This is an optimization exercise on Yosys and OpenROAD, whose aim is small area, a short achievable clock period and few clock cycles per item, not a production implementation.
Where RTL was checked, it was by simulation tests only, not by an equivalence proof against the original.
No functional check of the RTL was part of runs 3 to 7.
No activity file was given, so power comes from the tool's default toggle rates.

==> flow/flow/run.sh <==
#!/bin/bash
# Own layout flow: the standard flow (standard.sh), with two changes to
# how the layout is made:
#  * the port buffers that the standard flow inserts on every input and
#    output are sky130_fd_sc_hd__buf_1 instead of the default choice
#    (the resizer may still upsize them where timing needs it);
#  * the 3-input XOR/XNOR cells are added to the platform's don't-use list,
#    so that synthesis builds the XOR trees from faster 2-input cells.
# Everything else (synthesis script, floorplan, power grid, tap cells,
# placement, CTS, routing) is the standard flow unchanged.
set -euo pipefail
cd "$(dirname "$0")/.."

PLATFORM_DONT_USE="sky130_fd_sc_hd__probe_p_8 sky130_fd_sc_hd__probec_p_8 \
sky130_fd_sc_hd__lpflow_bleeder_1 sky130_fd_sc_hd__lpflow_clkbufkapwr_1 \
sky130_fd_sc_hd__lpflow_clkbufkapwr_16 sky130_fd_sc_hd__lpflow_clkbufkapwr_2 \
sky130_fd_sc_hd__lpflow_clkbufkapwr_4 sky130_fd_sc_hd__lpflow_clkbufkapwr_8 \
sky130_fd_sc_hd__lpflow_clkinvkapwr_1 sky130_fd_sc_hd__lpflow_clkinvkapwr_16 \
sky130_fd_sc_hd__lpflow_clkinvkapwr_2 sky130_fd_sc_hd__lpflow_clkinvkapwr_4 \
sky130_fd_sc_hd__lpflow_clkinvkapwr_8 sky130_fd_sc_hd__lpflow_decapkapwr_12 \
sky130_fd_sc_hd__lpflow_decapkapwr_3 sky130_fd_sc_hd__lpflow_decapkapwr_4 \
sky130_fd_sc_hd__lpflow_decapkapwr_6 sky130_fd_sc_hd__lpflow_decapkapwr_8 \
sky130_fd_sc_hd__lpflow_inputiso0n_1 sky130_fd_sc_hd__lpflow_inputiso0p_1 \
sky130_fd_sc_hd__lpflow_inputiso1n_1 sky130_fd_sc_hd__lpflow_inputiso1p_1 \
sky130_fd_sc_hd__lpflow_inputisolatch_1 sky130_fd_sc_hd__lpflow_isobufsrc_1 \
sky130_fd_sc_hd__lpflow_isobufsrc_16 sky130_fd_sc_hd__lpflow_isobufsrc_2 \
sky130_fd_sc_hd__lpflow_isobufsrc_4 sky130_fd_sc_hd__lpflow_isobufsrc_8 \
sky130_fd_sc_hd__lpflow_isobufsrckapwr_16 \
sky130_fd_sc_hd__lpflow_lsbuf_lh_hl_isowell_tap_1 \
sky130_fd_sc_hd__lpflow_lsbuf_lh_hl_isowell_tap_2 \
sky130_fd_sc_hd__lpflow_lsbuf_lh_hl_isowell_tap_4 \
sky130_fd_sc_hd__lpflow_lsbuf_lh_isowell_4 \
sky130_fd_sc_hd__lpflow_lsbuf_lh_isowell_tap_1 \
sky130_fd_sc_hd__lpflow_lsbuf_lh_isowell_tap_2 \
sky130_fd_sc_hd__lpflow_lsbuf_lh_isowell_tap_4"
EXTRA_DONT_USE="sky130_fd_sc_hd__xor3_1 sky130_fd_sc_hd__xor3_2 sky130_fd_sc_hd__xor3_4 \
sky130_fd_sc_hd__xnor3_1 sky130_fd_sc_hd__xnor3_2 sky130_fd_sc_hd__xnor3_4"

bash standard.sh finish \
    "DONT_USE_CELLS=$PLATFORM_DONT_USE $EXTRA_DONT_USE" \
    "BUFFER_PORTS_ARGS=-buffer_cell sky130_fd_sc_hd__buf_1" \
    > flow_make.log 2>&1
==> flow/standard.sh <==
#!/bin/bash
# synth_recipe.tcl (not shown) runs the flow's synth.tcl, then flattens the netlist and writes it again
# the make line also repeats each setting of config.mk as NAME=value (left out here)
make -C /OpenROAD-flow-scripts/flow DESIGN_CONFIG=/design/flow/config.mk WORK_HOME=/design/flow/orfs CLKGATE_MAP_FILE= SYNTH_SCRIPT=/design/flow/synth_recipe.tcl "${@:-finish}"
==> flow/config.mk <==
export PLATFORM = sky130hd
export DESIGN_NAME = gf_engine
export DESIGN_NICKNAME = gf_engine
export VERILOG_FILES = /design/flow/design.v
export SDC_FILE = /design/flow/constraint.sdc
export NUM_CORES = 4
export LEC_CHECK = 0
export CAP_MARGIN = 0
export CORE_MARGIN = 2
export CORE_UTILIZATION = 40
export CTS_BUF_LIST = sky130_fd_sc_hd__clkbuf_8
export PLACE_DENSITY = 0.6
export SETUP_SLACK_MARGIN = 2.35
export SLEW_MARGIN = 0
export SYNTH_HIERARCHICAL = 1
export SYNTH_MINIMUM_KEEP_SIZE = 0
export TNS_END_PERCENT = 5
==> flow/constraint.sdc <==
create_clock -name core_clock -period 5.0 [get_ports {clk}]
set_input_delay 1.0000 -clock core_clock [delete_from_list [all_inputs] [get_ports {clk}]]
set_output_delay 1.0000 -clock core_clock [all_outputs]
set_load 0.01 [all_outputs]
==> flow/design.v <==
module gf_engine (
    input  wire        clk,
    input  wire        rst,         
    input  wire        fa_we,
    input  wire [12:0] fa_wdata,
    input  wire        fb_we,
    input  wire [12:0] fb_wdata,
    output wire [12:0] fa,
    output wire [12:0] fb,
    output wire [12:0] fr,
    input  wire        cmd_valid,
    input  wire [31:0] cmd_word,
    output wire [7:0]  status
);
    reg [12:0] fa_r;
    reg [12:0] fb_r;
    reg [12:0] fr_r;
    reg        done_r;          
    reg        err_r;           
    assign fa     = fa_r;
    assign fb     = fb_r;
    assign fr     = fr_r;
    assign status = {3'b000, err_r, err_r, 1'b0, done_r, 1'b0};
    wire [12:0] fa4;
    gf_engine_sq2 u_sq2 (.a(fa_r), .y(fa4));
    wire [12:0] opa;
    gf_engine_sel u_sel (.s0(cmd_word[0]), .a0(fa_r), .s1(cmd_word[1]), .a1(fa4), .y(opa));
    wire [168:0] mcol;
    gf_engine_mcols u_mcols (.b(fb_r), .m(mcol));
    wire [12:0] prod;
    genvar gi, gk;
    generate
        for (gk = 0; gk < 13; gk = gk + 1) begin : g_row
            wire [12:0] m;
            for (gi = 0; gi < 13; gi = gi + 1) begin : g_m
                assign m[gi] = mcol[13*gi + gk];
            end
            gf_engine_dot13 u_dot (.m(m), .a(opa), .y(prod[gk]));
        end
    endgenerate
    wire cmd_hi0     = (cmd_word[31:2] == 30'd0);
    wire is_gfmul    = cmd_hi0 && (cmd_word[1:0] == 2'b01);
    wire is_gfsq2mul = cmd_hi0 && (cmd_word[1:0] == 2'b10);
    wire legal       = is_gfmul | is_gfsq2mul;
    wire [12:0] fa_next;
    wire [12:0] fb_next;
    wire [12:0] fr_next;
    gf_engine_upd u_upd_fa (.rst(rst), .we(fa_we), .d(fa_wdata), .q(fa_r), .y(fa_next));
    gf_engine_upd u_upd_fb (.rst(rst), .we(fb_we), .d(fb_wdata), .q(fb_r), .y(fb_next));
    gf_engine_upd u_upd_fr (.rst(rst), .we(cmd_valid & legal), .d(prod), .q(fr_r), .y(fr_next));
    always @(posedge clk) begin
        fa_r <= fa_next;
        fb_r <= fb_next;
        fr_r <= fr_next;
        if (rst) begin
            done_r <= 1'b0;
            err_r  <= 1'b0;
        end else if (cmd_valid) begin
            done_r <= legal;
            err_r  <= !legal;
        end
    end
endmodule
module gf_engine_sq2 (
    input  wire [12:0] a,
    output wire [12:0] y
);
    wire g0;
    wire g1;
    wire g2;
    wire g3;
    wire g4;
    wire g5;
    wire g6;
    wire g7;
    gf_engine_xor2 u_g0 (.a(a[9]), .b(a[11]), .y(g0));
    gf_engine_xor2 u_g1 (.a(a[8]), .b(a[10]), .y(g1));
    gf_engine_xor2 u_g2 (.a(g0), .b(g1), .y(g2));
    gf_engine_xor2 u_g3 (.a(a[7]), .b(a[12]), .y(g3));
    gf_engine_xor2 u_g4 (.a(a[10]), .b(a[12]), .y(g4));
    gf_engine_xor2 u_g5 (.a(a[4]), .b(a[6]), .y(g5));
    gf_engine_xor2 u_g6 (.a(g1), .b(a[11]), .y(g6));
    gf_engine_xor2 u_g7 (.a(g0), .b(a[5]), .y(g7));
    wire h0;
    gf_engine_xor2 u_h0 (.a(a[0]), .b(a[11]), .y(h0));
    wire h1;
    gf_engine_xor2 u_h1 (.a(g4), .b(h0), .y(h1));
    assign y[0] = h1;
    wire h2;
    gf_engine_xor2 u_h2 (.a(a[11]), .b(a[6]), .y(h2));
    wire h3;
    gf_engine_xor2 u_h3 (.a(a[8]), .b(h2), .y(h3));
    assign y[1] = h3;
    wire h4;
    gf_engine_xor2 u_h4 (.a(g3), .b(g6), .y(h4));
    assign y[2] = h4;
    wire h5;
    gf_engine_xor2 u_h5 (.a(g0), .b(g5), .y(h5));
    assign y[3] = h5;
    wire h6;
    gf_engine_xor2 u_h6 (.a(a[1]), .b(a[7]), .y(h6));
    wire h7;
    gf_engine_xor2 u_h7 (.a(g5), .b(h6), .y(h7));
    wire h8;
    gf_engine_xor2 u_h8 (.a(g2), .b(h7), .y(h8));
    assign y[4] = h8;
    assign y[5] = g2;
    wire h9;
    gf_engine_xor2 u_h9 (.a(g5), .b(g6), .y(h9));
    assign y[6] = h9;
    wire h10;
    gf_engine_xor2 u_h10 (.a(a[4]), .b(g7), .y(h10));
    assign y[7] = h10;
    wire h11;
    gf_engine_xor2 u_h11 (.a(a[2]), .b(a[5]), .y(h11));
    wire h12;
    gf_engine_xor2 u_h12 (.a(g3), .b(h11), .y(h12));
    wire h13;
    gf_engine_xor2 u_h13 (.a(g2), .b(h12), .y(h13));
    assign y[8] = h13;
    wire h14;
    gf_engine_xor2 u_h14 (.a(g0), .b(g4), .y(h14));
    assign y[9] = h14;
    wire h15;
    gf_engine_xor2 u_h15 (.a(g3), .b(g7), .y(h15));
    assign y[10] = h15;
    wire h16;
    gf_engine_xor2 u_h16 (.a(a[5]), .b(a[6]), .y(h16));
    wire h17;
    gf_engine_xor2 u_h17 (.a(g4), .b(h16), .y(h17));
    assign y[11] = h17;
    wire h18;
    gf_engine_xor2 u_h18 (.a(a[12]), .b(a[3]), .y(h18));
    wire h19;
    gf_engine_xor2 u_h19 (.a(a[6]), .b(h18), .y(h19));
    wire h20;
    gf_engine_xor2 u_h20 (.a(g2), .b(h19), .y(h20));
    assign y[12] = h20;
endmodule
module gf_engine_sel (
    input  wire        s0,
    input  wire [12:0] a0,
    input  wire        s1,
    input  wire [12:0] a1,
    output wire [12:0] y
);
    assign y = ({13{s0}} & a0) | ({13{s1}} & a1);
endmodule
module gf_engine_mcols (
    input  wire [12:0]  b,
    output wire [168:0] m
);
    wire [12:0] col [0:12];
    assign col[0] = b;
    genvar gi;
    generate
        for (gi = 1; gi < 13; gi = gi + 1) begin : g_col
            assign col[gi] = {col[gi-1][11:0], 1'b0}
                           ^ {8'd0, col[gi-1][12], col[gi-1][12], 1'b0, col[gi-1][12], col[gi-1][12]};
        end
        for (gi = 0; gi < 13; gi = gi + 1) begin : g_out
            assign m[13*gi +: 13] = col[gi];
        end
    endgenerate
endmodule
module gf_engine_dot13 (
    input  wire [12:0] m,
    input  wire [12:0] a,
    output wire        y
);
    assign y = ^(m & a);
endmodule
module gf_engine_xor2 (
    input  wire a,
    input  wire b,
    output wire y
);
    assign y = a ^ b;
endmodule
module gf_engine_upd (
    input  wire        rst,
    input  wire        we,
    input  wire [12:0] d,
    input  wire [12:0] q,
    output wire [12:0] y
);
    assign y = rst ? 13'd0 : (we ? d : q);
endmodule
==> flow_metrics.env, run 1 <==
export IMPL_run_status="finished clean"
export IMPL_synth_area_leaders="xnor2_1 (23%), buf_4 (21%), dfxtp_1 (15%)"
export IMPL_hpwl_mm=8.30
export IMPL_yosysMostFrequentCell="nand2_1"
export IMPL_critPathCaptureType="flip-flop"
export IMPL_postRouteAntennaNets=0
export IMPL_tns_ns=0
export IMPL_min_from="fr_r[5]"
export IMPL_cts_clk_slew_worst_paths_ns=0.10
export IMPL_crit_type="reg2reg"
export IMPL_hold_path_class="reg2reg"
export IMPL_startpoint="fa_r[11]"
export IMPL_irDropWorstVdd_mv=0.157
export IMPL_clockBufferDepth=2
export IMPL_postLayoutCoreUtil=0.386
export IMPL_die_w_um=122
export IMPL_clock_sinks=41
export IMPL_avgSynthCellArea_um2=7.73
export IMPL_synth_commonest_cells="nand2_1 (170), buf_4 (154), xnor2_1 (147), xor2_1 (77), dfxtp_1 (41)"
export IMPL_drc_errors=0
export IMPL_power_density_nw_per_um2=297
export IMPL_ys_ff_latch=41
export IMPL_slew_headroom=0.408
export IMPL_maxSlewViolCount=0
export IMPL_ys_seq_area_frac=0.148
export IMPL_maxCapViolCount=0
export IMPL_grt_overflow_total=0
export IMPL_vias_per_cell=4.54
export IMPL_grt_use_total=0.156
export IMPL_rsz0062_at_grt="yes"
export IMPL_final_nets=732
export IMPL_grt_max_degree=42
export IMPL_row_count=43
export IMPL_diodes=0
export IMPL_r2r_setup_slack_ns=2.50
export IMPL_fmax_ghz=0.400
export IMPL_gp_congestion=0.838
export IMPL_dieArea_um2=14900
export IMPL_wl_per_cell_um=13.3
export IMPL_cts_root_buf="clkbuf_8"
export IMPL_grt_pass1_vias=3683
export IMPL_hold_end="fr_r[5]"
export IMPL_worstPathMaxFanout=13
export IMPL_numCtsBuffers=5
export IMPL_io_pins=110
export IMPL_worstPathArrival_ns=2.68
export IMPL_die_h_um=122
export IMPL_total_power_mw=1.57
export IMPL_netlist_cell_type_count=25
export IMPL_yosysTopAreaCellShare=0.232
export IMPL_first_pass_iters=6
export IMPL_rr_worst_depth=12
export IMPL_io_buffers=104
export IMPL_fin_area_um2=5290
export IMPL_antenna_found_initial=0
export IMPL_synthArstFlopShare=0
export IMPL_leakage_nw=1.84
export IMPL_setup_viol=0
export IMPL_start_util=0.405
export IMPL_min_period_ns=2.50
export IMPL_drive_above_1_share=0.100
export IMPL_yosysWarnings=8
export IMPL_synth_edf_count=0
export IMPL_wirelength_mm=11.3
export IMPL_syn_inst=719
export IMPL_r2r_start="fa_r[11]"
export IMPL_tightest_slew_ns=0.888
export IMPL_required_ns=5.18
export IMPL_drt_iter0_drc=230
export IMPL_dominantRegCellSynth="dfxtp_1"
export IMPL_area_growth_syn_to_layout_pct=-4.82
export IMPL_hold_violations=0
export IMPL_startpoint_type="flip-flop"
export IMPL_skew_ns=0.0108
export IMPL_yosysTopAreaCell="xnor2_1"
export IMPL_netlist_area_um2=5560
export IMPL_placed_area_um2=4910
export IMPL_cts_tree="built"
export IMPL_r2r_end="fr_r[0]"
export IMPL_holdPathStages=2
export IMPL_hold_buffers=0
export IMPL_finalCritPeriodShare=0.500
export IMPL_num_vias=3860
export IMPL_clock_latency_ns=0.31
export IMPL_grt_pass1_wl_mm=18.7
export IMPL_coreArea_um2=13700
export IMPL_cts_htree_levels=2
[metal layers]
metal / track usage / wire length, µm / up-vias
met5: 0 / 0 / -
met4: 0.0553 / 195 / 0
met3: 0.0225 / 534 / 14
met2: 0.257 / 5300 / 104
met1: 0.209 / 5310 / 1773
li1: - / - / 1969
[Yosys stat by module, one instance, submodules excluded, a selection]
module / cell area, µm² / flops+latches
gf_engine_dot13: 154 / 0
gf_engine_xor2: 8.76 / 0
gf_engine_sel: 140 / 0
gf_engine_mcols: 1400 / 0
gf_engine: 1020 / 41
gf_engine_sq2: 97.6 / 0
[timing repair]
action                                  in CTS  in global routing
pin swaps                                    1                  1
setup buffers                                2                  0
gates resized for setup                     25                 30
endpoints found under the setup margin      13                 13
[worst max-delay path by stage]
stage	endpoint	slack (ns)	cells past startpoint
after global routing	fr_r[12]	2.30	12
final	fr_r[0]	2.50	12
after global placement	fr_r[0]	1.85	9
after floorplan	fr_r[4]	2.38	12
after detailed placement	fr_r[0]	1.83	9
after CTS	fr_r[5]	2.33	9
[kinds of logic (layout without fill, tap and decap cells)]
family / Yosys count / count (layout) / share of synthesized area
mux: 39 / 39 / 0.0702
simple gates: 223 / 223 / 0.161
buf+inv: 175 / 122 / 0.238
xor+xnor: 226 / 226 / 0.359
other cells: 1 / 5 / 0.000675
flops: 41 / 41 / 0.148
compound gates: 14 / 14 / 0.0230
[area by class of cell]
cell class	instances	area, µm²
Sequential cell	41	845
Clock inverter	3	42.5
Multi-Input combinational cell	507	3670
Timing Repair Buffer	107	417
Tap cell	180	225
Fill cell	1433	8430
Inverter	7	26.3
Clock buffer	5	68.8
[where the power goes]
group          switching [mW]  total (mW)  internal (mW)
Combinational           0.474       0.902          0.428
Clock                   0.138       0.287          0.148
Sequential             0.0406       0.381          0.340
Total                   0.653        1.57          0.917
[state kept, by name, summed over array words and instances, names as in the netlist]
name,cells
fa_r,13
fb_r,13
done_r,1
fr_r,13
err_r,1
[cell usage in the layout, fill, tap and decap left out]
| cell | instances |
|---|---|
| buf_4 | 3 |
| nor4_2 | 3 |
| clkinv_4 | 1 |
| xnor2_2 | 8 |
| o21ba_1 | 1 |
| nand4_1 | 1 |
| buf_2 | 2 |
| a22o_2 | 8 |
| nand3_1 | 1 |
| dfxtp_1 | 26 |
| nor3_2 | 1 |
| nand2_1 | 170 |
| dfxtp_4 | 2 |
| inv_1 | 8 |
| bufinv_16 | 1 |
| nor2_1 | 40 |
| buf_1 | 101 |
| xor2_1 | 66 |
| xor2_2 | 9 |
| clkbuf_8 | 5 |
| mux2i_1 | 39 |
| nor3_1 | 2 |
| a22o_4 | 5 |
| nor2b_1 | 1 |
| nor4_1 | 3 |
| dfxtp_2 | 13 |
| xor2_4 | 4 |
| nor4b_2 | 1 |
| xnor2_1 | 139 |
| clkbuf_2 | 1 |
| conb_1 | 5 |
[critical path, cell delays in order, from the launching register on]
cell and delay (ns):
dfxtp_4 0.42, xor2_2 0.14, buf_4 0.18, xor2_2 0.21, xor2_1 0.23, a22o_4 0.23
nand2_1 0.08, xor2_1 0.16, xnor2_1 0.14, xnor2_1 0.28, xnor2_1 0.10, mux2i_1 0.15
nor2_1 0.05
[through the flow]
| stage | worst slack, ns | hold WS, ns | instances |
|---|---|---|---|
| floorplan | 2.38 | 0.482 | 723 |
| global placement | 1.85 | 0.476 | 840 |
| detailed placement | 1.83 | 0.479 | 840 |
| CTS | 2.33 | 0.503 | 850 |
| global route | 2.30 | 0.531 | 850 |
| finish | 2.50 | 0.495 | 850 |
Testbench counts, summed over its fixed seeds: cycles 4,800, ops 2,400.
==> run 2: changes to the inputs <==
--- a/flow/config.mk
+++ b/flow/config.mk
@@ -8,5 +8,5 @@
 export CAP_MARGIN = 0
 export CORE_MARGIN = 2
-export CORE_UTILIZATION = 40
+export CORE_UTILIZATION = 45
 export CTS_BUF_LIST = sky130_fd_sc_hd__clkbuf_8
 export PLACE_DENSITY = 0.6
==> flow_metrics.env, run 2 <==
export IMPL_run_status="finished clean"
export IMPL_wl_per_cell_um=15.0
export IMPL_grt_max_degree=42
export IMPL_cts_root_buf="clkbuf_8"
export IMPL_r2r_start="fa_r[11]"
export IMPL_min_period_ns=2.55
export IMPL_cts_htree_levels=2
export IMPL_first_pass_iters=5
export IMPL_synth_area_leaders="xnor2_1 (23%), buf_4 (21%), dfxtp_1 (15%)"
export IMPL_irDropWorstVdd_mv=0.190
export IMPL_ys_ff_latch=41
export IMPL_yosysWarnings=8
export IMPL_power_density_nw_per_um2=299
export IMPL_tns_ns=0
export IMPL_hold_path_class="reg2reg"
export IMPL_pre_cts_ws_ns=1.80
export IMPL_clock_sinks=41
export IMPL_num_vias=4094
export IMPL_clock_latency_ns=0.31
export IMPL_ys_seq_area_frac=0.148
export IMPL_final_nets=739
export IMPL_required_ns=5.18
export IMPL_start_util=0.463
export IMPL_r2r_end="fr_r[12]"
export IMPL_cts_tree="built"
export IMPL_grt_use_total=0.186
export IMPL_worstPathMaxFanout=15
export IMPL_dieArea_um2=13300
export IMPL_hold_end="fr_r[6]"
export IMPL_synth_edf_count=0
export IMPL_row_count=40
export IMPL_setup_viol=0
export IMPL_area_growth_syn_to_layout_pct=-2.84
export IMPL_fin_area_um2=5400
export IMPL_r2r_setup_slack_ns=2.49
export IMPL_grt_pass1_vias=4106
export IMPL_coreArea_um2=12000
export IMPL_rr_worst_depth=11
export IMPL_worstPathArrival_ns=2.73
export IMPL_maxCapViolCount=0
export IMPL_gp_congestion=0.922
export IMPL_hpwl_mm=8.61
export IMPL_drt_iter0_drc=254
export IMPL_synth_commonest_cells="nand2_1 (170), buf_4 (154), xnor2_1 (147), xor2_1 (77), dfxtp_1 (41)"
export IMPL_final_cell_mix="nand2_1 (169), xnor2_1 (137), buf_1 (101)"
export IMPL_critPathCaptureType="flip-flop"
export IMPL_postLayoutCoreUtil=0.450
export IMPL_layout_setup_ws_ns=2.45
export IMPL_diodes=0
export IMPL_die_w_um=115
export IMPL_fmax_ghz=0.393
export IMPL_numCtsBuffers=5
export IMPL_postRouteAntennaNets=0
export IMPL_finalCritPeriodShare=0.509
export IMPL_leakage_nw=1.91
export IMPL_worstPathCellList="buf_2 -> a22o_2 -> nand2_1 -> xnor2_1 -> xnor2_1 -> xnor2_1 -> mux2i_1 -> nor2_1"
export IMPL_avgSynthCellArea_um2=7.73
export IMPL_tightest_slew_ns=0.889
export IMPL_min_from="fr_r[6]"
export IMPL_maxSlewViolCount=0
export IMPL_yosysTopAreaCell="xnor2_1"
export IMPL_rsz0062_at_grt="yes"
export IMPL_dominantRegCellSynth="dfxtp_1"
export IMPL_grt_overflow_total=0
export IMPL_synthArstFlopShare=0
export IMPL_max_stage_delay_ns=0.42
export IMPL_yosysTopAreaCellShare=0.232
export IMPL_yosysMostFrequentCell="nand2_1"
export IMPL_drive_above_1_share=0.120
export IMPL_drc_errors=0
export IMPL_hold_violations=0
export IMPL_holdPathStages=2
export IMPL_clockBufferDepth=2
export IMPL_startpoint_type="primary input"
export IMPL_io_buffers=104
export IMPL_top_regs="fa_r x13, fb_r x13, fr_r x13"
export IMPL_wirelength_mm=12.3
export IMPL_grt_pass1_wl_mm=19.9
export IMPL_vias_per_cell=4.97
export IMPL_critPathSlowestCell="a22o_2"
export IMPL_slew_headroom=0.407
export IMPL_io_pins=110
export IMPL_skew_ns=0.0184
export IMPL_crit_type="in2reg"
export IMPL_mostFrequentLayoutCell="nand2_1"
export IMPL_placed_area_um2=4870
export IMPL_antenna_found_initial=0
export IMPL_die_h_um=115
export IMPL_syn_inst=719
export IMPL_netlist_area_um2=5560
export IMPL_cts_clk_slew_worst_paths_ns=0.11
export IMPL_netlist_cell_type_count=25
export IMPL_worst_path_most_repeated_cell="xnor2_1"
-- run 2: cell counts after synthesis --
Identical to the previous run, type by type.
-- run 2: routing by layer --
metal  up-vias  global-route usage  wire (µm)
li1       1990                   -          -
met1      1921               0.230       5420
met2       162               0.322       5950
met3        21              0.0285        735
met4         0              0.0747        232
met5         -                   0          0
-- run 2: worst max-delay path by stage --
stage               end   startpoint  cells after the start  slack, ns
2_1_floorplan   fr_r[4]     fa_r[11]                     12       2.38
3_5_place_dp   fr_r[11]  cmd_word[0]                      9       1.80
3_3_place_gp   fr_r[11]  cmd_word[0]                      9       1.83
5_1_grt         fr_r[2]     fa_r[11]                     11       2.32
6_report        fr_r[1]  cmd_word[1]                      8       2.45
4_1_cts        fr_r[11]      fa_r[8]                     11       2.31
-- run 2: layout make-up --
type	count	area, µm²
sequential	41	852
multi-input combinational	508	3760
inverter	7	26.3
tap	147	184
clock inverter	3	46.3
fill	1197	6610
clock buffer	5	68.8
timing repair buffer	113	462
-- run 2: timing repair --
| item | CTS | global route |
|---|---|---|
| buffers inserted | 1 | 7 |
| endpoints found under the setup margin | 13 | 13 |
| pin swaps | 1 | 9 |
| gates resized for setup | 21 | 49 |
| cloned | 0 | 1 |
| hold buffers | 0 | 0 |
-- run 2: where the power goes --
| group | internal [mW] | switching, mW |
|---|---|---|
| logic | 0.444 | 0.496 |
| registers | 0.340 | 0.0411 |
| clock network | 0.150 | 0.142 |
-- run 2: per-module statistics from Yosys (local to each module, per instance) --
module           cell area [µm²]  flip-flops and latches  cells inside
gf_engine_sq2               97.6                       0            13
gf_engine_xor2              8.76                       0             1
gf_engine_mcols             1400                       0           183
gf_engine                   1020                      41            67
gf_engine_sel                140                       0            15
gf_engine_upd                214                       0            29
gf_engine_dot13              154                       0            25
-- run 2: critical path: cells and delay by family --
kind / cells / cell delay [ns]
compound gates: 1 / 0.42
xor+xnor: 3 / 0.63
buf+inv: 1 / 0.36
mux: 1 / 0.14
simple gates: 2 / 0.16
-- run 2: cells by family after synthesis --
logic type,after synthesis,synth area share
XOR/XNOR,226,0.359
flip-flops,41,0.148
buffers and inverters,175,0.238
other,1,0.000675
multiplexers,39,0.0702
AO/OA/AOI/OAI,14,0.0230
AND/OR/NAND/NOR,223,0.161
-- run 2: stage by stage --
step,total power [mW],std cells,hold slack [ns]
6_report,1.61,824,0.503
5_1_grt,1.72,824,0.543
4_1_cts,1.56,816,0.512
3_5_place_dp,1.25,807,0.484
3_3_place_gp,1.24,807,0.476
2_1_floorplan,1.32,723,0.482
==> run 3: changes to the inputs <==
--- a/flow/design.v
+++ b/flow/design.v
@@ -48,5 +48,6 @@
     gf_engine_upd u_upd_fa (.rst(rst), .we(fa_we), .d(fa_wdata), .q(fa_r), .y(fa_next));
     gf_engine_upd u_upd_fb (.rst(rst), .we(fb_we), .d(fb_wdata), .q(fb_r), .y(fb_next));
-    gf_engine_upd u_upd_fr (.rst(rst), .we(cmd_valid & legal), .d(prod), .q(fr_r), .y(fr_next));
+    wire fr_load = cmd_valid & legal & !rst;
+    gf_engine_ld u_ld_fr (.rst(rst), .ld(fr_load), .d(prod), .q(fr_r), .y(fr_next));
     always @(posedge clk) begin
         fa_r <= fa_next;
@@ -187,2 +188,11 @@
     assign y = rst ? 13'd0 : (we ? d : q);
 endmodule
+module gf_engine_ld (
+    input  wire        rst,
+    input  wire        ld,
+    input  wire [12:0] d,
+    input  wire [12:0] q,
+    output wire [12:0] y
+);
+    assign y = ld ? d : (rst ? 13'd0 : q);
+endmodule
==> flow/config.mk (replaced) <==
export PLATFORM = sky130hd
export DESIGN_NAME = gf_engine
export DESIGN_NICKNAME = gf_engine
export VERILOG_FILES = /design/flow/design.v
export SDC_FILE = /design/flow/constraint.sdc
export NUM_CORES = 4
export LEC_CHECK = 0
export CAP_MARGIN = 20
export CORE_MARGIN = 2
export CORE_UTILIZATION = 40
export CTS_BUF_LIST = sky130_fd_sc_hd__clkbuf_8
export PLACE_DENSITY = 0.6
export SETUP_SLACK_MARGIN = 2.4
export SLEW_MARGIN = 20
export SYNTH_HIERARCHICAL = 1
export SYNTH_MINIMUM_KEEP_SIZE = 0
==> flow_metrics.env, run 3 <==
export IMPL_cts_tree="built"
export IMPL_top_layer="met4"
export IMPL_critPathCaptureType="flip-flop"
export IMPL_skew_ns=0.00823
export IMPL_clock_sinks=41
export IMPL_grt_pass1_wl_mm=19.0
export IMPL_grt_overflow_total=0
export IMPL_leakage_nw=1.99
export IMPL_first_pass_iters=4
export IMPL_rsz0062_at_grt="yes"
export IMPL_drt_iter0_drc=213
export IMPL_cts_htree_levels=2
export IMPL_synth_edf_count=0
export IMPL_top_regs="fa_r x13, fb_r x13, fr_r x13"
export IMPL_cts_clk_slew_worst_paths_ns=0.08
export IMPL_io_buffers=104
export IMPL_startpoint_type="flip-flop"
export IMPL_netlist_cell_type_count=29
export IMPL_die_w_um=122
export IMPL_dieArea_um2=14800
export IMPL_tightest_slew_ns=0.963
export IMPL_slew_headroom=0.358
export IMPL_syn_inst=712
export IMPL_num_vias=3970
export IMPL_dominantRegCellSynth="dfxtp_1"
export IMPL_met3WireLength_um=929
export IMPL_wl_per_cell_um=14.6
export IMPL_maxSlewViolCount=0
export IMPL_worstPathArrival_ns=2.78
export IMPL_io_pins=110
export IMPL_worstPathMaxFanout=6
export IMPL_grt_pass1_vias=3582
export IMPL_irDropWorstVdd_mv=0.142
export IMPL_drt_met1_wl_mm=5.61
export IMPL_placed_area_um2=4900
export IMPL_synthArstFlopShare=0
export IMPL_clock_latency_ns=0.31
export IMPL_vias_per_cell=4.63
export IMPL_final_cell_mix="nand2_1 (171), xnor2_1 (138), buf_1 (102)"
export IMPL_finalCritPeriodShare=0.516
export IMPL_maxCapViolCount=0
export IMPL_mostFrequentLayoutCell="nand2_1"
export IMPL_grt_use_total=0.162
export IMPL_synth_area_leaders="xnor2_1 (23%), buf_4 (21%), dfxtp_1 (15%)"
export IMPL_antenna_found_initial=0
export IMPL_start_util=0.414
export IMPL_netlist_area_um2=5530
export IMPL_power_density_nw_per_um2=296
export IMPL_min_period_ns=2.58
export IMPL_yosysWarnings=8
export IMPL_cts_root_buf="clkbuf_8"
export IMPL_setup_viol=0
export IMPL_yosysTopAreaCell="xnor2_1"
export IMPL_ys_ff_latch=41
export IMPL_diodes=0
export IMPL_gp_congestion=0.806
export IMPL_drc_errors=0
export IMPL_hpwl_mm=8.62
export IMPL_hold_path_class="reg2reg"
export IMPL_grt_max_degree=33
export IMPL_die_h_um=122
export IMPL_yosysTopAreaCellShare=0.233
export IMPL_yosysMostFrequentCell="nand2_1"
export IMPL_final_nets=743
export IMPL_met2WireLength_mm=5.81
export IMPL_fin_area_um2=5600
export IMPL_row_count=42
export IMPL_area_growth_syn_to_layout_pct=1.36
export IMPL_fmax_ghz=0.388
export IMPL_crit_type="reg2reg"
export IMPL_wirelength_mm=12.5
export IMPL_coreArea_um2=13300
export IMPL_ys_seq_area_frac=0.149
export IMPL_clockBufferDepth=2
export IMPL_avgSynthCellArea_um2=7.76
export IMPL_run_status="finished clean"
export IMPL_tns_ns=0
export IMPL_hold_buffers=0
export IMPL_required_ns=5.20
export IMPL_synth_commonest_cells="nand2_1 (172), buf_4 (154), xnor2_1 (147), xor2_1 (77), dfxtp_1 (41)"
export IMPL_drive_above_1_share=0.141
export IMPL_postRouteAntennaNets=0
export IMPL_hold_violations=0
export IMPL_numCtsBuffers=5
-- run 3: cell types whose count changed after synthesis, sizes merged --
cell    change
nand2b      +2
nand2       +2
o21ai       +2
mux2i      -13
nor4        +1
nor2       -12
a22o       +11
-- run 3: timing repair --
action	4_1_cts	5_1_grt
gates resized for setup	39	41
pin swaps	2	11
setup endpoints to repair	13	13
cloned	0	3
buffers inserted	2	13
-- run 3: path summary, 6_finish.rpt --
check / start / end / slack (ns) / cells after the start
max: fa_r[11] / fr_r[5] / 2.42 / 11
min: fr_r[10] / fr_r[10] / 0.46 / 2
max reg2reg: fa_r[11] / fr_r[5] / 2.42 / 11
min reg2reg: fr_r[10] / fr_r[10] / 0.46 / 2
-- run 3: modules after synthesis, one instance, submodules excluded --
module           cells inside  flip-flops and latches
gf_engine_upd              29                       0
gf_engine_mcols           183                       0
gf_engine_xor2              1                       0
gf_engine_ld               21                       0
gf_engine_dot13            25                       0
gf_engine_sel              15                       0
gf_engine_sq2              13                       0
gf_engine                  68                      41
-- run 3: metal layers --
layer  up-vias  GRT usage
met3        14     0.0272
met5         -          0
met4         0     0.0302
li1       2005          -
met2       156      0.271
met1      1795      0.222
-- run 3: report_power, final --
part	internal [mW]	total [mW]	switching, mW	leakage, nW
Sequential	0.340	0.383	0.0427	0.343
Combinational	0.462	0.993	0.531	1.59
Clock	0.162	0.284	0.122	0.0574
-- run 3: kinds of logic after synthesis --
kind of cell    after synthesis  share of synthesized area
compound gates               27                     0.0426
simple gates                216                      0.160
other cells                   1                   0.000679
flops                        41                      0.149
mux                          26                     0.0471
xor+xnor                    226                      0.361
buf+inv                     175                      0.240
-- run 3: layout make-up --
type / instances / area, µm²
clock buffers: 6 / 82.6
fillers: 1376 / 7750
inverters: 7 / 26.3
flip-flops and latches: 41 / 852
repair buffers: 122 / 533
well taps: 176 / 220
clock inverters: 2 / 37.5
multi-input cells: 503 / 3850
-- run 3: through the flow --
stage	total power, mW	utilization	worst slack [ns]	instances	hold WS, ns
2_1_floorplan	1.32	-	2.41	716	0.482
3_3_place_gp	1.27	0.367	1.79	831	0.459
3_5_place_dp	1.27	0.367	1.76	831	0.457
4_1_cts	1.60	0.390	2.43	841	0.468
5_1_grt	1.78	0.420	2.30	857	0.491
6_report	1.66	0.420	2.42	857	0.462
-- run 3: worst max-delay path: stages (launching register included) --
cell     delay, ns
dfxtp_4       0.41
xor2_4        0.20
buf_4         0.18
xor2_4        0.21
xor2_2        0.22
a22o_2        0.25
nand2_1       0.08
xor2_1        0.16
xnor2_1       0.25
xnor2_1       0.14
xnor2_1       0.14
a22o_1        0.22
==> run 4: changes to the inputs <==
--- a/flow/config.mk
+++ b/flow/config.mk
@@ -11,5 +11,5 @@
 export CTS_BUF_LIST = sky130_fd_sc_hd__clkbuf_8
 export PLACE_DENSITY = 0.6
-export SETUP_SLACK_MARGIN = 2.4
+export SETUP_SLACK_MARGIN = 2.2
 export SLEW_MARGIN = 20
 export SYNTH_HIERARCHICAL = 1
==> flow_metrics.env, run 4 <==
export IMPL_run_status="finished clean"
export IMPL_top_regs="fa_r x13, fb_r x13, fr_r x13"
export IMPL_netlist_area_um2=5530
export IMPL_max_stage_delay_ns=0.65
export IMPL_avgSynthCellArea_um2=7.76
export IMPL_wirelength_mm=11.6
export IMPL_area_growth_syn_to_layout_pct=-6.79
export IMPL_hold_worst_slack_ns=0.474
export IMPL_startpoint_type="flip-flop"
export IMPL_clock_sinks=41
export IMPL_antenna_found_initial=0
export IMPL_postRouteAntennaNets=0
export IMPL_drc_errors=0
export IMPL_grt_overflow_total=0
export IMPL_clock_latency_ns=0.30
export IMPL_yosysWarnings=8
export IMPL_hold_buffers=0
export IMPL_maxCapViolCount=0
export IMPL_setup_viol=0
export IMPL_netlist_cell_type_count=29
export IMPL_leakage_nw=1.81
export IMPL_hold_violations=0
export IMPL_critPathCaptureType="flip-flop"
export IMPL_worstPathMaxFanout=10
export IMPL_ys_seq_area_frac=0.149
export IMPL_cts_setup_buffers=0
export IMPL_dominantRegCellSynth="dfxtp_1"
export IMPL_cts_tree="built"
export IMPL_drive_above_1_share=0.0785
export IMPL_start_util=0.414
export IMPL_cts_root_buf="clkbuf_8"
export IMPL_power_density_nw_per_um2=295
export IMPL_vias_per_cell=4.56
export IMPL_grt_max_degree=33
export IMPL_worstPathCellList="xnor2_1 -> inv_1 -> xnor2_2 -> nand2_1 -> xor2_1 -> xnor2_1 -> xnor2_1 -> xnor2_1 -> a22o_1"
export IMPL_first_pass_iters=4
export IMPL_min_period_ns=2.65
export IMPL_final_nets=724
export IMPL_synth_edf_count=0
export IMPL_tightest_slew_ns=0.939
export IMPL_critPathSlowestCell="dfxtp_1"
export IMPL_row_count=42
export IMPL_maxSlewViolCount=0
export IMPL_skew_ns=0.00368
export IMPL_worstPathArrival_ns=2.85
export IMPL_yosysMostFrequentCell="nand2_1"
export IMPL_die_w_um=122
export IMPL_num_vias=3824
export IMPL_gp_congestion=0.819
export IMPL_coreArea_um2=13300
export IMPL_cts_htree_levels=2
export IMPL_ys_ff_latch=41
export IMPL_wl_per_cell_um=13.8
export IMPL_mostFrequentLayoutCell="nand2_1"
export IMPL_crit_type="reg2reg"
export IMPL_syn_inst=712
export IMPL_tns_ns=0
export IMPL_hold_path_class="reg2reg"
export IMPL_grt_pass1_vias=3798
export IMPL_drt_iter0_drc=223
export IMPL_finalCritPeriodShare=0.530
export IMPL_numCtsBuffers=5
export IMPL_io_pins=110
export IMPL_die_h_um=122
export IMPL_cts_clk_slew_worst_paths_ns=0.09
export IMPL_clockBufferDepth=2
export IMPL_hpwl_mm=8.69
export IMPL_synth_area_leaders="xnor2_1 (23%), buf_4 (21%), dfxtp_1 (15%)"
export IMPL_synth_commonest_cells="nand2_1 (172), buf_4 (154), xnor2_1 (147), xor2_1 (77), dfxtp_1 (41)"
export IMPL_grt_pass1_wl_mm=19.4
export IMPL_yosysTopAreaCell="xnor2_1"
export IMPL_slew_headroom=0.374
export IMPL_grt_use_total=0.163
export IMPL_synthArstFlopShare=0
export IMPL_worst_path_most_repeated_cell="xnor2_1"
export IMPL_final_cell_mix="nand2_1 (172), xnor2_1 (142), buf_1 (102)"
export IMPL_fmax_ghz=0.377
export IMPL_io_buffers=104
export IMPL_yosysTopAreaCellShare=0.233
export IMPL_required_ns=5.20
export IMPL_irDropWorstVdd_mv=0.119
export IMPL_rsz0062_at_grt="yes"
export IMPL_fillers=1411
export IMPL_dieArea_um2=14800
export IMPL_diodes=0
run 4: cell counts after synthesis:
No cell type changed its count.
run 4: routing by layer:
| layer | track usage | routed length (µm) | part of all wire |
|---|---|---|---|
| met3 | 0.0225 | 774 | 0.067 |
| met5 | 0 | 0 | 0 |
| met4 | 0.0395 | 167 | 0.014 |
| met2 | 0.276 | 5290 | 0.46 |
| met1 | 0.219 | 5370 | 0.46 |
run 4: cells by family after synthesis:
group                  synth area share
flip-flops                        0.149
AND/OR/NAND/NOR                   0.160
AO/OA/AOI/OAI                    0.0426
other                          0.000679
buffers and inverters             0.240
XOR/XNOR                          0.361
multiplexers                     0.0471
run 4: final cells by class:
cell class | count | area [µm²] | share of cell area
Sequential cell | 41 | 832 | 0.162
Clock buffer | 5 | 68.8 | 0.0134
Inverter | 7 | 26.3 | 0.00510
Multi-Input combinational cell | 500 | 3580 | 0.695
Tap cell | 176 | 220 | 0.0428
Clock inverter | 3 | 17.5 | 0.00340
Timing Repair Buffer | 106 | 408 | 0.0792
run 4: worst max-delay path: cells and delay by family (launching register included):
kind	cells	cell delay, ns
buffers and inverters	1	0.18
AO/OA/AOI/OAI	1	0.22
AND/OR/NAND/NOR	1	0.12
flip-flops	1	0.65
XOR/XNOR	6	1.38
run 4: modules after synthesis, one instance, submodules excluded:
| module | flip-flops and latches | cells | cell area [µm²] | copies in the design |
|---|---|---|---|---|
| gf_engine_sel | 0 | 15 | 140 | 1 |
| gf_engine_mcols | 0 | 183 | 1400 | 1 |
| gf_engine_xor2 | 0 | 1 | 8.76 | 29 |
| gf_engine_dot13 | 0 | 25 | 154 | 13 |
| gf_engine | 41 | 68 | 1030 | 1 |
| gf_engine_ld | 0 | 21 | 175 | 1 |
| gf_engine_sq2 | 0 | 13 | 97.6 | 1 |
| gf_engine_upd | 0 | 29 | 214 | 2 |
run 4: timing repair:
item                                    in CTS  in global routing
endpoints found under the setup margin      13                 13
gates resized for setup                     16                 22
hold endpoints to repair                     0                  0
run 4: path summary, 6_finish.rpt:
| check | startpoint | endpoint | slack (ns) | cells after the start |
|---|---|---|---|---|
| max | fb_r[9] | fr_r[4] | 2.35 | 9 |
| min | fr_r[11] | fr_r[11] | 0.47 | 2 |
| max reg2reg | fb_r[9] | fr_r[4] | 2.35 | 9 |
| min reg2reg | fr_r[11] | fr_r[11] | 0.47 | 2 |
run 4: metrics by stage:
stage | worst slack, ns | instance area [µm²] | cells | utilization | power (mW)
after floorplan | 2.25 | 5550 | 716 | - | 1.32
after global placement | 1.75 | 4880 | 830 | 0.366 | 1.26
after detailed placement | 1.72 | 4880 | 830 | 0.366 | 1.26
after CTS | 2.22 | 5020 | 838 | 0.376 | 1.50
after global routing | 2.14 | 5150 | 838 | 0.386 | 1.63
final | 2.35 | 5150 | 838 | 0.386 | 1.52
run 4: power breakdown:
| group | switching, mW | internal (mW) | leakage (nW) | total [mW] |
|---|---|---|---|---|
| Combinational | 0.494 | 0.418 | 1.43 | 0.912 |
| Clock | 0.131 | 0.0967 | 0.0439 | 0.228 |
| Sequential | 0.0387 | 0.340 | 0.339 | 0.378 |
==> run 5: changes to the inputs <==
--- a/flow/config.mk
+++ b/flow/config.mk
@@ -6,11 +6,12 @@
 export NUM_CORES = 4
 export LEC_CHECK = 0
-export CAP_MARGIN = 20
+export CAP_MARGIN = 0
 export CORE_MARGIN = 2
 export CORE_UTILIZATION = 40
 export CTS_BUF_LIST = sky130_fd_sc_hd__clkbuf_8
 export PLACE_DENSITY = 0.6
-export SETUP_SLACK_MARGIN = 2.2
-export SLEW_MARGIN = 20
+export SETUP_SLACK_MARGIN = 2.3
+export SLEW_MARGIN = 0
 export SYNTH_HIERARCHICAL = 1
 export SYNTH_MINIMUM_KEEP_SIZE = 0
+export TNS_END_PERCENT = 5
==> flow_metrics.env, run 5 <==
export IMPL_synth_edf_count=0
export IMPL_startpoint_type="flip-flop"
export IMPL_cts_clk_slew_worst_paths_ns=0.08
export IMPL_area_growth_syn_to_layout_pct=-4.82
export IMPL_diodes=0
export IMPL_syn_inst=712
export IMPL_finalCritPeriodShare=0.517
export IMPL_maxSlewViolCount=0
export IMPL_gp_congestion=0.799
export IMPL_cts_tree="built"
export IMPL_drt_met1_wl_mm=5.70
export IMPL_min_period_ns=2.58
export IMPL_dominantRegCellSynth="dfxtp_1"
export IMPL_final_nets=728
export IMPL_clock_sinks=41
export IMPL_numCtsBuffers=5
export IMPL_clock_latency_ns=0.31
export IMPL_coreArea_um2=13300
export IMPL_ys_ff_latch=41
export IMPL_leakage_nw=1.86
export IMPL_grt_use_total=0.165
export IMPL_first_pass_iters=4
export IMPL_hold_buffers=0
export IMPL_synthArstFlopShare=0
export IMPL_required_ns=5.21
export IMPL_final_cell_mix="nand2_1 (172), xnor2_1 (141), buf_1 (102)"
export IMPL_cts_root_buf="clkbuf_8"
export IMPL_yosysTopAreaCellShare=0.233
export IMPL_row_count=42
export IMPL_wl_per_cell_um=14.2
export IMPL_clockBufferDepth=2
export IMPL_die_w_um=122
export IMPL_crit_type="reg2reg"
export IMPL_tightest_slew_ns=0.873
export IMPL_num_vias=3833
export IMPL_critPathCaptureType="flip-flop"
export IMPL_grt_overflow_total=0
export IMPL_top_layer="met4"
export IMPL_netlist_area_um2=5530
export IMPL_met3WireLength_um=658
export IMPL_run_status="finished clean"
export IMPL_worstPathMaxFanout=7
export IMPL_synth_commonest_cells="nand2_1 (172), buf_4 (154), xnor2_1 (147), xor2_1 (77), dfxtp_1 (41)"
export IMPL_fmax_ghz=0.387
export IMPL_power_density_nw_per_um2=302
export IMPL_worstPathArrival_ns=2.79
export IMPL_netlist_cell_type_count=29
export IMPL_mostFrequentLayoutCell="nand2_1"
export IMPL_grt_pass1_wl_mm=19.1
export IMPL_drt_iter0_drc=140
export IMPL_grt_max_degree=32
export IMPL_cts_htree_levels=2
export IMPL_dieArea_um2=14800
export IMPL_io_buffers=104
export IMPL_grt_pass1_vias=3644
export IMPL_yosysTopAreaCell="xnor2_1"
export IMPL_postLayoutCoreUtil=0.394
export IMPL_tns_ns=0
export IMPL_slew_headroom=0.418
export IMPL_drive_above_1_share=0.101
export IMPL_antenna_found_initial=0
export IMPL_synth_area_leaders="xnor2_1 (23%), buf_4 (21%), dfxtp_1 (15%)"
export IMPL_skew_ns=0.00704
export IMPL_yosysMostFrequentCell="nand2_1"
export IMPL_rsz0062_at_grt="yes"
export IMPL_avgSynthCellArea_um2=7.76
export IMPL_vias_per_cell=4.56
export IMPL_yosysWarnings=8
export IMPL_io_pins=110
export IMPL_fillers=1388
export IMPL_hold_path_class="reg2reg"
export IMPL_drc_errors=0
export IMPL_setup_viol=0
export IMPL_maxCapViolCount=0
export IMPL_hpwl_mm=8.63
export IMPL_start_util=0.414
export IMPL_top_regs="fa_r x13, fb_r x13, fr_r x13"
export IMPL_wirelength_mm=12.0
export IMPL_irDropWorstVdd_mv=0.136
export IMPL_postRouteAntennaNets=0
export IMPL_hold_violations=0
export IMPL_die_h_um=122
export IMPL_ys_seq_area_frac=0.149
export IMPL_met2WireLength_mm=5.50
## run 5: changes by cell type in the layout (fill, tap and decap cells not counted), moves of 3 or more
cell	change
xor2_2	+3
buf_4	+3
xor2_1	-3
dfxtp_2	+7
dfxtp_1	-7
## run 5: power breakdown
group          switching [mW]  total [mW]  internal (mW)
registers              0.0406       0.381          0.341
logic                   0.509       0.941          0.433
clock network           0.120       0.265          0.145
## run 5: routing by layer
metal | up-vias | GRT usage
li1 | 1967 | -
met1 | 1742 | 0.221
met4 | 0 | 0.0539
met2 | 117 | 0.269
met3 | 7 | 0.0300
met5 | - | 0
## run 5: worst max-delay path, stage by stage (launching register included)
cell	delay, ns
dfxtp_4	0.44
xor2_4	0.31
xor2_4	0.24
xor2_1	0.22
a22o_4	0.22
buf_12	0.13
nand2_1	0.06
xor2_1	0.20
xnor2_1	0.16
xnor2_1	0.16
xnor2_1	0.10
a22o_1	0.23
## run 5: per-module statistics from Yosys, one instance, submodules excluded
module,flip-flops and latches,copies in the design
gf_engine_dot13,0,13
gf_engine_sq2,0,1
gf_engine_upd,0,2
gf_engine_mcols,0,1
gf_engine_ld,0,1
gf_engine,41,1
gf_engine_xor2,0,29
gf_engine_sel,0,1
## run 5: final cells by class
type	instances	area, µm²	area share
multi-input cells	500	3620	0.688
repair buffers	110	450	0.0857
well taps	176	220	0.0419
flip-flops and latches	41	841	0.160
clock buffers	5	68.8	0.0131
inverters	7	26.3	0.00500
clock inverters	2	35.0	0.00666
## run 5: logic make-up (layout without fill, tap and decap cells)
| kind of cell | Yosys count | count (layout) | share of synthesized area |
|---|---|---|---|
| xor+xnor | 226 | 226 | 0.361 |
| simple gates | 216 | 216 | 0.160 |
| buf+inv | 175 | 124 | 0.240 |
| flops | 41 | 41 | 0.149 |
| compound gates | 27 | 27 | 0.0426 |
| mux | 26 | 26 | 0.0471 |
| other cells | 1 | 5 | 0.000679 |
## run 5: through the flow
stage | instances | hold WS (ns) | setup WS (ns) | total power, mW | cell area (µm²)
2_1_floorplan | 716 | 0.482 | 2.32 | 1.32 | 5560
3_3_place_gp | 830 | 0.461 | 1.77 | 1.28 | 4890
3_5_place_dp | 830 | 0.460 | 1.75 | 1.27 | 4890
4_1_cts | 837 | 0.473 | 2.29 | 1.56 | 5080
5_1_grt | 841 | 0.489 | 2.24 | 1.70 | 5260
6_report | 841 | 0.464 | 2.42 | 1.59 | 5260
## run 5: path summary, 6_finish.rpt
path / start / slack, ns / depth (start not counted) / end
hold reg to reg: fr_r[10] / 0.46 / 2 / fr_r[10]
setup reg to reg: fa_r[11] / 2.42 / 11 / fr_r[8]
setup / recovery: fa_r[11] / 2.42 / 11 / fr_r[8]
hold / removal: fr_r[10] / 0.46 / 2 / fr_r[10]
## run 5: what timing repair did
action | CTS | global route
setup buffers | 0 | 4
setup endpoints to repair | 13 | 13
resized for setup | 22 | 28
pin swaps | 0 | 4
cloned | 0 | 0
==> run 6: changes to the inputs <==
--- a/flow/design.v
+++ b/flow/design.v
@@ -22,6 +22,8 @@
     assign fr     = fr_r;
     assign status = {3'b000, err_r, err_r, 1'b0, done_r, 1'b0};
-    wire [12:0] fa4;
-    gf_engine_sq2 u_sq2 (.a(fa_r), .y(fa4));
+    reg  [12:0] fa4_r;
+    wire [12:0] fa4 = fa4_r;
+    wire [12:0] fa4_wdata;
+    gf_engine_sq2 u_sq2 (.a(fa_wdata), .y(fa4_wdata));
     wire [12:0] opa;
     gf_engine_sel u_sel (.s0(cmd_word[0]), .a0(fa_r), .s1(cmd_word[1]), .a1(fa4), .y(opa));
@@ -47,9 +49,11 @@
     wire [12:0] fr_next;
     gf_engine_upd u_upd_fa (.rst(rst), .we(fa_we), .d(fa_wdata), .q(fa_r), .y(fa_next));
+    wire [12:0] fa4_next;
+    gf_engine_upd u_upd_fa4 (.rst(rst), .we(fa_we), .d(fa4_wdata), .q(fa4_r), .y(fa4_next));
     gf_engine_upd u_upd_fb (.rst(rst), .we(fb_we), .d(fb_wdata), .q(fb_r), .y(fb_next));
-    wire fr_load = cmd_valid & legal & !rst;
-    gf_engine_ld u_ld_fr (.rst(rst), .ld(fr_load), .d(prod), .q(fr_r), .y(fr_next));
+    gf_engine_upd u_upd_fr (.rst(rst), .we(cmd_valid & legal), .d(prod), .q(fr_r), .y(fr_next));
     always @(posedge clk) begin
         fa_r <= fa_next;
+        fa4_r <= fa4_next;
         fb_r <= fb_next;
         fr_r <= fr_next;
@@ -188,11 +192,2 @@
     assign y = rst ? 13'd0 : (we ? d : q);
 endmodule
-module gf_engine_ld (
-    input  wire        rst,
-    input  wire        ld,
-    input  wire [12:0] d,
-    input  wire [12:0] q,
-    output wire [12:0] y
-);
-    assign y = ld ? d : (rst ? 13'd0 : q);
-endmodule
--- a/flow/config.mk
+++ b/flow/config.mk
@@ -6,12 +6,11 @@
 export NUM_CORES = 4
 export LEC_CHECK = 0
-export CAP_MARGIN = 0
+export CAP_MARGIN = 20
 export CORE_MARGIN = 2
 export CORE_UTILIZATION = 40
 export CTS_BUF_LIST = sky130_fd_sc_hd__clkbuf_8
 export PLACE_DENSITY = 0.6
-export SETUP_SLACK_MARGIN = 2.3
-export SLEW_MARGIN = 0
+export SETUP_SLACK_MARGIN = 2.4
+export SLEW_MARGIN = 20
 export SYNTH_HIERARCHICAL = 1
 export SYNTH_MINIMUM_KEEP_SIZE = 0
-export TNS_END_PERCENT = 5
==> flow_metrics.env, run 6 <==
export IMPL_worstPathMaxFanout=14
export IMPL_grt_pass1_vias=3878
export IMPL_placed_area_um2=5350
export IMPL_final_cell_mix="nand2_1 (170), xnor2_1 (140), buf_1 (100)"
export IMPL_vias_per_cell=4.58
export IMPL_grt_overflow_total=0
export IMPL_yosys_area_share_simple=0.157
export IMPL_max_stage_delay_ns=0.56
export IMPL_gp_congestion=0.826
export IMPL_diodes=0
export IMPL_hold_violations=0
export IMPL_worstPathArrival_ns=2.69
export IMPL_netlist_cell_type_count=25
export IMPL_hpwl_mm=9.48
export IMPL_finalCritPeriodShare=0.493
export IMPL_yosysTopAreaCell="xnor2_1"
export IMPL_mostFrequentLayoutCell="nand2_1"
export IMPL_coreArea_um2=14600
export IMPL_hold_path_class="reg2reg"
export IMPL_rsz0062_at_grt="yes"
export IMPL_first_pass_iters=4
export IMPL_irDropWorstVdd_mv=0.126
export IMPL_postRouteAntennaNets=0
export IMPL_worst_path_most_repeated_cell="xnor2_1"
export IMPL_slew_headroom=0.421
export IMPL_area_growth_syn_to_layout_pct=-5.87
export IMPL_numCtsBuffers=5
export IMPL_synth_top_family_by_area="XOR/XNOR gates"
export IMPL_die_w_um=127
export IMPL_synth_xor_area_frac=0.331
export IMPL_synth_fa_ha_area_frac=0
export IMPL_drc_errors=0
export IMPL_cts_tree="built"
export IMPL_io_pins=110
export IMPL_drive_above_1_share=0.0789
export IMPL_grt_pass1_wl_mm=20.7
export IMPL_cts_htree_levels=2
export IMPL_synth_area_leaders="xnor2_1 (21%), buf_4 (19%), dfxtp_1 (18%)"
export IMPL_fmax_ghz=0.405
export IMPL_skew_ns=0.00546
export IMPL_clock_latency_ns=0.33
export IMPL_final_seq_area_um2=1090
export IMPL_setup_viol=0
export IMPL_synthArstFlopShare=0
export IMPL_clockBufferDepth=2
export IMPL_num_vias=4096
export IMPL_io_buffers=104
export IMPL_start_util=0.412
export IMPL_worstPathCellList="buf_2 -> a22o_1 -> nand2_1 -> xnor2_1 -> xnor2_1 -> xnor2_1 -> mux2i_1 -> nor2_1"
export IMPL_row_count=44
export IMPL_synth_compound_area_frac=0.0212
export IMPL_drt_iter0_drc=215
export IMPL_yosysWarnings=8
export IMPL_final_nets=772
export IMPL_dieArea_um2=16100
export IMPL_yosysMostFrequentCell="nand2_1"
export IMPL_required_ns=5.22
export IMPL_netlist_area_um2=6030
export IMPL_grt_use_total=0.159
export IMPL_cts_clk_slew_worst_paths_ns=0.11
export IMPL_wl_per_cell_um=14.2
export IMPL_ys_seq_area_frac=0.179
export IMPL_leakage_nw=1.92
export IMPL_synth_commonest_cells="nand2_1 (170), buf_4 (154), xnor2_1 (147), xor2_1 (77), dfxtp_1 (54)"
export IMPL_die_h_um=127
export IMPL_synth_edf_count=0
export IMPL_maxCapViolCount=0
export IMPL_synth_mux_area_frac=0.0863
export IMPL_syn_inst=761
export IMPL_critPathCaptureType="flip-flop"
export IMPL_critPathSlowestCell="a22o_1"
export IMPL_tightest_slew_ns=0.868
export IMPL_fin_area_um2=5680
export IMPL_startpoint_type="primary input"
export IMPL_maxSlewViolCount=0
export IMPL_crit_type="in2reg"
export IMPL_dominantRegCellSynth="dfxtp_1"
export IMPL_yosysTopAreaCellShare=0.213
export IMPL_hold_worst_slack_ns=0.509
export IMPL_avgSynthCellArea_um2=7.93
export IMPL_wirelength_mm=12.7
export IMPL_power_density_nw_per_um2=251
export IMPL_antenna_found_initial=0
export IMPL_clock_sinks=54
export IMPL_grt_max_degree=29
export IMPL_run_status="finished clean"
export IMPL_min_period_ns=2.47
export IMPL_ys_ff_latch=54
export IMPL_postLayoutCoreUtil=0.388
export IMPL_cts_root_buf="clkbuf_8"
export IMPL_fillers=1540
export IMPL_tns_ns=0
export IMPL_multi_input_area_um2=3810
export IMPL_total_power_mw=1.43
## run 6: final timing paths
check	startpoint	to	slack [ns]	depth (start not counted)
setup reg to reg	fb_r[9]	fr_r[7]	2.56	10
hold / removal	fr_r[10]	fr_r[10]	0.51	2
hold reg to reg	fr_r[10]	fr_r[10]	0.51	2
setup / recovery	cmd_word[1]	fr_r[3]	2.53	8
## run 6: modules after synthesis (local to each module, per instance)
module	cells inside	copies in the design	flops+latches
gf_engine_xor2	1	29	0
gf_engine_upd	29	4	0
gf_engine_sel	15	1	0
gf_engine_mcols	183	1	0
gf_engine_sq2	13	1	0
gf_engine	80	1	54
gf_engine_dot13	25	13	0
## run 6: layout make-up
type	count	area share
multi-input combinational	533	0.670
clock inverter	3	0.00507
timing repair buffer	108	0.0749
inverter	7	0.00463
clock buffer	5	0.0121
tap	184	0.0405
sequential	54	0.192
## run 6: per-layer routing
layer | up-vias | GRT usage | part of all wire
met1 | 1886 | 0.219 | 0.48
met2 | 94 | 0.262 | 0.47
met4 | 0 | 0.0420 | 0.0084
li1 | 2111 | - | -
met5 | - | 0 | 0
met3 | 5 | 0.0202 | 0.047
## run 6: per-stage QoR
step | setup WS (ns) | std cells
floorplan | 2.57 | 765
global placement | 1.76 | 884
detailed placement | 1.72 | 884
CTS | 2.39 | 892
global route | 2.40 | 894
finish | 2.53 | 894
## run 6: cells by family after synthesis
kind of cell	after synthesis
buf+inv	178
flops	54
other cells	1
simple gates	236
xor+xnor	226
mux	52
compound gates	14
## run 6: repair_timing
| action | 4_1_cts | 5_1_grt |
|---|---|---|
| gates resized for setup | 20 | 22 |
| pin swaps | 0 | 0 |
| gates cloned | 0 | 0 |
| hold buffers | 0 | 0 |
| buffers inserted | 0 | 2 |
| setup endpoints to repair | 13 | 13 |
## run 6: worst max-delay path, delay by kind of cell
kind	cells	cell delay [ns]
AOI/OAI and AO/OA	1	0.56
xor gates and xnor gates	3	0.50
buffers and inverters	1	0.29
muxes	1	0.14
and+or+nand+nor	2	0.18
## run 6: report_power, final
group	internal (mW)	switching [mW]
registers	0.458	0.0429
clock network	0.104	0.171
logic	0.296	0.353
total	0.858	0.567
==> run 7: changes to the inputs <==
--- a/flow/config.mk
+++ b/flow/config.mk
@@ -6,11 +6,11 @@
 export NUM_CORES = 4
 export LEC_CHECK = 0
-export CAP_MARGIN = 20
+export CAP_MARGIN = 0
 export CORE_MARGIN = 2
 export CORE_UTILIZATION = 40
 export CTS_BUF_LIST = sky130_fd_sc_hd__clkbuf_8
 export PLACE_DENSITY = 0.6
-export SETUP_SLACK_MARGIN = 2.4
-export SLEW_MARGIN = 20
+export SETUP_SLACK_MARGIN = 2.8
+export SLEW_MARGIN = 0
 export SYNTH_HIERARCHICAL = 1
 export SYNTH_MINIMUM_KEEP_SIZE = 0
==> flow_metrics.env, run 7 <==
export IMPL_cts_htree_levels=2
export IMPL_yosysTopAreaCellShare=0.213
export IMPL_r2r_setup_slack_ns=2.80
export IMPL_netlist_area_um2=6030
export IMPL_power_density_nw_per_um2=242
export IMPL_drc_errors=0
export IMPL_io_buffers=104
export IMPL_drt_iter0_drc=391
export IMPL_antenna_found_initial=0
export IMPL_wirelength_mm=15.6
export IMPL_multi_input_area_um2=4450
export IMPL_final_cell_mix="nand2_1 (144), xnor2_1 (126), buf_1 (99)"
export IMPL_mostFrequentLayoutCell="nand2_1"
export IMPL_run_status="finished clean"
export IMPL_maxSlewViolCount=0
export IMPL_r2r_start="fb_r[12]"
export IMPL_slew_headroom=0.418
export IMPL_holdPathStages=2
export IMPL_diodes=0
export IMPL_synth_top_family_by_area="XOR/XNOR gates"
export IMPL_synthArstFlopShare=0
export IMPL_worstPathMaxFanout=6
export IMPL_synth_xor_area_frac=0.331
export IMPL_hold_violations=0
export IMPL_dp_cells=883
export IMPL_final_seq_area_um2=1120
export IMPL_cts_root_buf="clkbuf_8"
export IMPL_critPathCaptureType="flip-flop"
export IMPL_clockBufferDepth=2
export IMPL_final_nets=825
export IMPL_fillers=1372
export IMPL_area_growth_syn_to_layout_pct=14.9
export IMPL_cts_clk_slew_worst_paths_ns=0.11
export IMPL_synth_fa_ha_area_frac=0
export IMPL_clock_sinks=54
export IMPL_hold_buffers=0
export IMPL_grt_use_total=0.183
export IMPL_hpwl_mm=9.42
export IMPL_row_count=44
export IMPL_syn_inst=761
export IMPL_setup_viol=0
export IMPL_cts_tree="built"
export IMPL_die_h_um=127
export IMPL_grt_pass1_vias=4019
export IMPL_fin_cells=947
export IMPL_yosysTopAreaCell="xnor2_1"
export IMPL_vias_per_cell=4.90
export IMPL_postRouteAntennaNets=0
export IMPL_ys_ff_latch=54
export IMPL_min_from="fr_r[2]"
export IMPL_crit_type="in2reg"
export IMPL_netlist_cell_type_count=25
export IMPL_tightest_slew_ns=0.873
export IMPL_avgSynthCellArea_um2=7.93
export IMPL_grt_max_degree=55
export IMPL_coreArea_um2=14600
export IMPL_yosys_area_share_simple=0.157
export IMPL_total_power_mw=1.68
export IMPL_first_pass_iters=7
export IMPL_hold_end="fr_r[2]"
export IMPL_start_util=0.412
export IMPL_maxCapViolCount=0
export IMPL_gp_congestion=0.815
export IMPL_numCtsBuffers=5
export IMPL_finalCritPeriodShare=0.454
export IMPL_num_vias=4639
export IMPL_synth_mux_area_frac=0.0863
export IMPL_hold_path_class="reg2reg"
export IMPL_irDropWorstVdd_mv=0.139
export IMPL_fmax_ghz=0.441
export IMPL_dominantRegCellSynth="dfxtp_1"
export IMPL_synth_compound_area_frac=0.0212
export IMPL_ys_seq_area_frac=0.179
export IMPL_min_period_ns=2.27
export IMPL_dieArea_um2=16100
export IMPL_tns_ns=0
export IMPL_r2r_end="fr_r[9]"
export IMPL_wl_per_cell_um=16.5
export IMPL_yosysWarnings=8
export IMPL_synth_commonest_cells="nand2_1 (170), buf_4 (154), xnor2_1 (147), xor2_1 (77), dfxtp_1 (54)"
export IMPL_rsz0062_at_grt="yes"
export IMPL_startpoint_type="primary input"
export IMPL_leakage_nw=2.56
export IMPL_clock_latency_ns=0.33
export IMPL_io_pins=110
export IMPL_rr_worst_depth=12
export IMPL_worstPathArrival_ns=2.46
export IMPL_yosysMostFrequentCell="nand2_1"
export IMPL_grt_pass1_wl_mm=23.3
export IMPL_skew_ns=0.0182
export IMPL_die_w_um=127
export IMPL_drive_above_1_share=0.224
export IMPL_required_ns=5.19
export IMPL_synth_edf_count=0
export IMPL_synth_area_leaders="xnor2_1 (21%), buf_4 (19%), dfxtp_1 (18%)"
export IMPL_grt_overflow_total=0
## run 7: cell families after synthesis
logic type	Yosys count
AOI/OAI and AO/OA	14
xor gates and xnor gates	226
buffers and inverters	178
DFF	54
muxes	52
other	1
and+or+nand+nor	236
## run 7: through the flow
step                hold WS (ns)  setup slack [ns]   util  cell area (µm²)
floorplan                  0.461              2.70      -             6210
global placement           0.475              1.66  0.376             5500
detailed placement         0.482              1.65  0.376             5500
CTS                        0.511              2.78  0.427             6250
global route               0.528              2.67  0.473             6930
finish                     0.506              2.73  0.473             6930
## run 7: area by class of cell
| cell class | instances | area share |
|---|---|---|
| repair buffers | 153 | 0.142 |
| clock inverters | 3 | 0.00650 |
| inverters | 7 | 0.00379 |
| flip-flops and latches | 54 | 0.162 |
| well taps | 184 | 0.0332 |
| multi-input cells | 541 | 0.643 |
| clock buffers | 5 | 0.00993 |
## run 7: per-layer routing
metal,GRT usage,wire [µm],vias to the layer above,part of all wire
li1,-,-,2233,-
met1,0.257,6810,2168,0.44
met2,0.297,7280,221,0.47
met3,0.0291,1310,17,0.084
met4,0.0401,182,0,0.012
met5,0,0,-,0
## run 7: worst max-delay path by stage
stage	slack, ns	cells after the start	to	start
6_report	2.73	10	fr_r[11]	cmd_word[0]
5_1_grt	2.67	10	fr_r[4]	fb_r[12]
4_1_cts	2.78	10	fr_r[4]	cmd_word[0]
3_5_place_dp	1.65	6	fr_r[4]	cmd_word[1]
3_3_place_gp	1.66	6	fr_r[10]	cmd_word[1]
2_1_floorplan	2.70	9	fr_r[1]	cmd_word[0]
## run 7: repair_timing
item	in CTS	in global routing
setup endpoints to repair	26	19
pin swaps	42	65
setup buffers	10	35
gates cloned	9	2
gates resized for setup	79	58
## run 7: Yosys stat by module, one instance, submodules excluded
module           times used  cell area (µm²)
gf_engine_mcols           1             1400
gf_engine                 1             1280
gf_engine_upd             4              214
gf_engine_dot13          13              154
gf_engine_sel             1              140
gf_engine_sq2             1             97.6
gf_engine_xor2           29             8.76
## run 7: worst max-delay path: stages
cell and delay [ns]:
buf_16 0.12, a22o_4 0.28, buf_4 0.15, nand2_4 0.06
xor2_2 0.16, xnor2_1 0.10, xnor2_1 0.26, xnor2_1 0.11
mux2i_1 0.14, nor2_1 0.06
## run 7: power breakdown
part	internal [mW]	switching (mW)	total, mW	leakage [nW]
logic	0.419	0.437	0.855	2.06
registers	0.456	0.0552	0.511	0.451
clock network	0.149	0.161	0.311	0.0504
total	1.02	0.653	1.68	2.56

-- separate check: timing with driven ports --
The results above use ideal ports. As a check the final layouts listed here were re-extracted and re-timed, cells and wires unchanged.
Step 1 (the two cells are an assumption about what drives the block):
set clk [get_ports {clk}]
set_driving_cell -lib_cell sky130_fd_sc_hd__clkbuf_16 $clk
set_driving_cell -lib_cell sky130_fd_sc_hd__buf_2 [delete_from_list [all_inputs] $clk]
Step 2 also shifts input and output timing later by t, the mid clock arrival at the registers, as if the neighbouring blocks saw the same clock.
a / b / c = ideal / step 1 / step 2; a / b = the first two.
| run | t (ns) | setup slack, ns | worst hold slack (ns) | worst setup path after step 2 | slew at the worst register clock pin (ns) |
|---|---|---|---|---|---|
| run 1 | 0.344 | 2.498 / 2.498 / 2.196 | 0.495 / 0.495 / 0.495 | input to register | 0.10 / 0.10 |
| run 2 | 0.334 | 2.454 / 2.462 / 2.129 | 0.503 / 0.503 / 0.503 | input to register | 0.11 / 0.11 |
| run 3 | 0.330 | 2.422 / 2.422 / 2.235 | 0.462 / 0.462 / 0.462 | input to register | 0.08 / 0.08 |
| run 4 | 0.331 | 2.350 / 2.350 / 2.071 | 0.474 / 0.474 / 0.474 | input to register | 0.09 / 0.09 |
| run 5 | 0.343 | 2.415 / 2.415 / 2.136 | 0.464 / 0.464 / 0.464 | input to register | 0.08 / 0.08 |
| run 6 | 0.362 | 2.533 / 2.546 / 2.184 | 0.509 / 0.509 / 0.509 | input to register | 0.11 / 0.11 |
| run 7 | 0.359 | 2.732 / 2.625 / 2.266 | 0.506 / 0.506 / 0.506 | input to register | 0.12 / 0.12 |
After both steps every run listed still meets setup and hold. For run 7, which loses most, drivers alone change the setup slack by -0.107 ns; drivers and shift together by -0.466 ns.
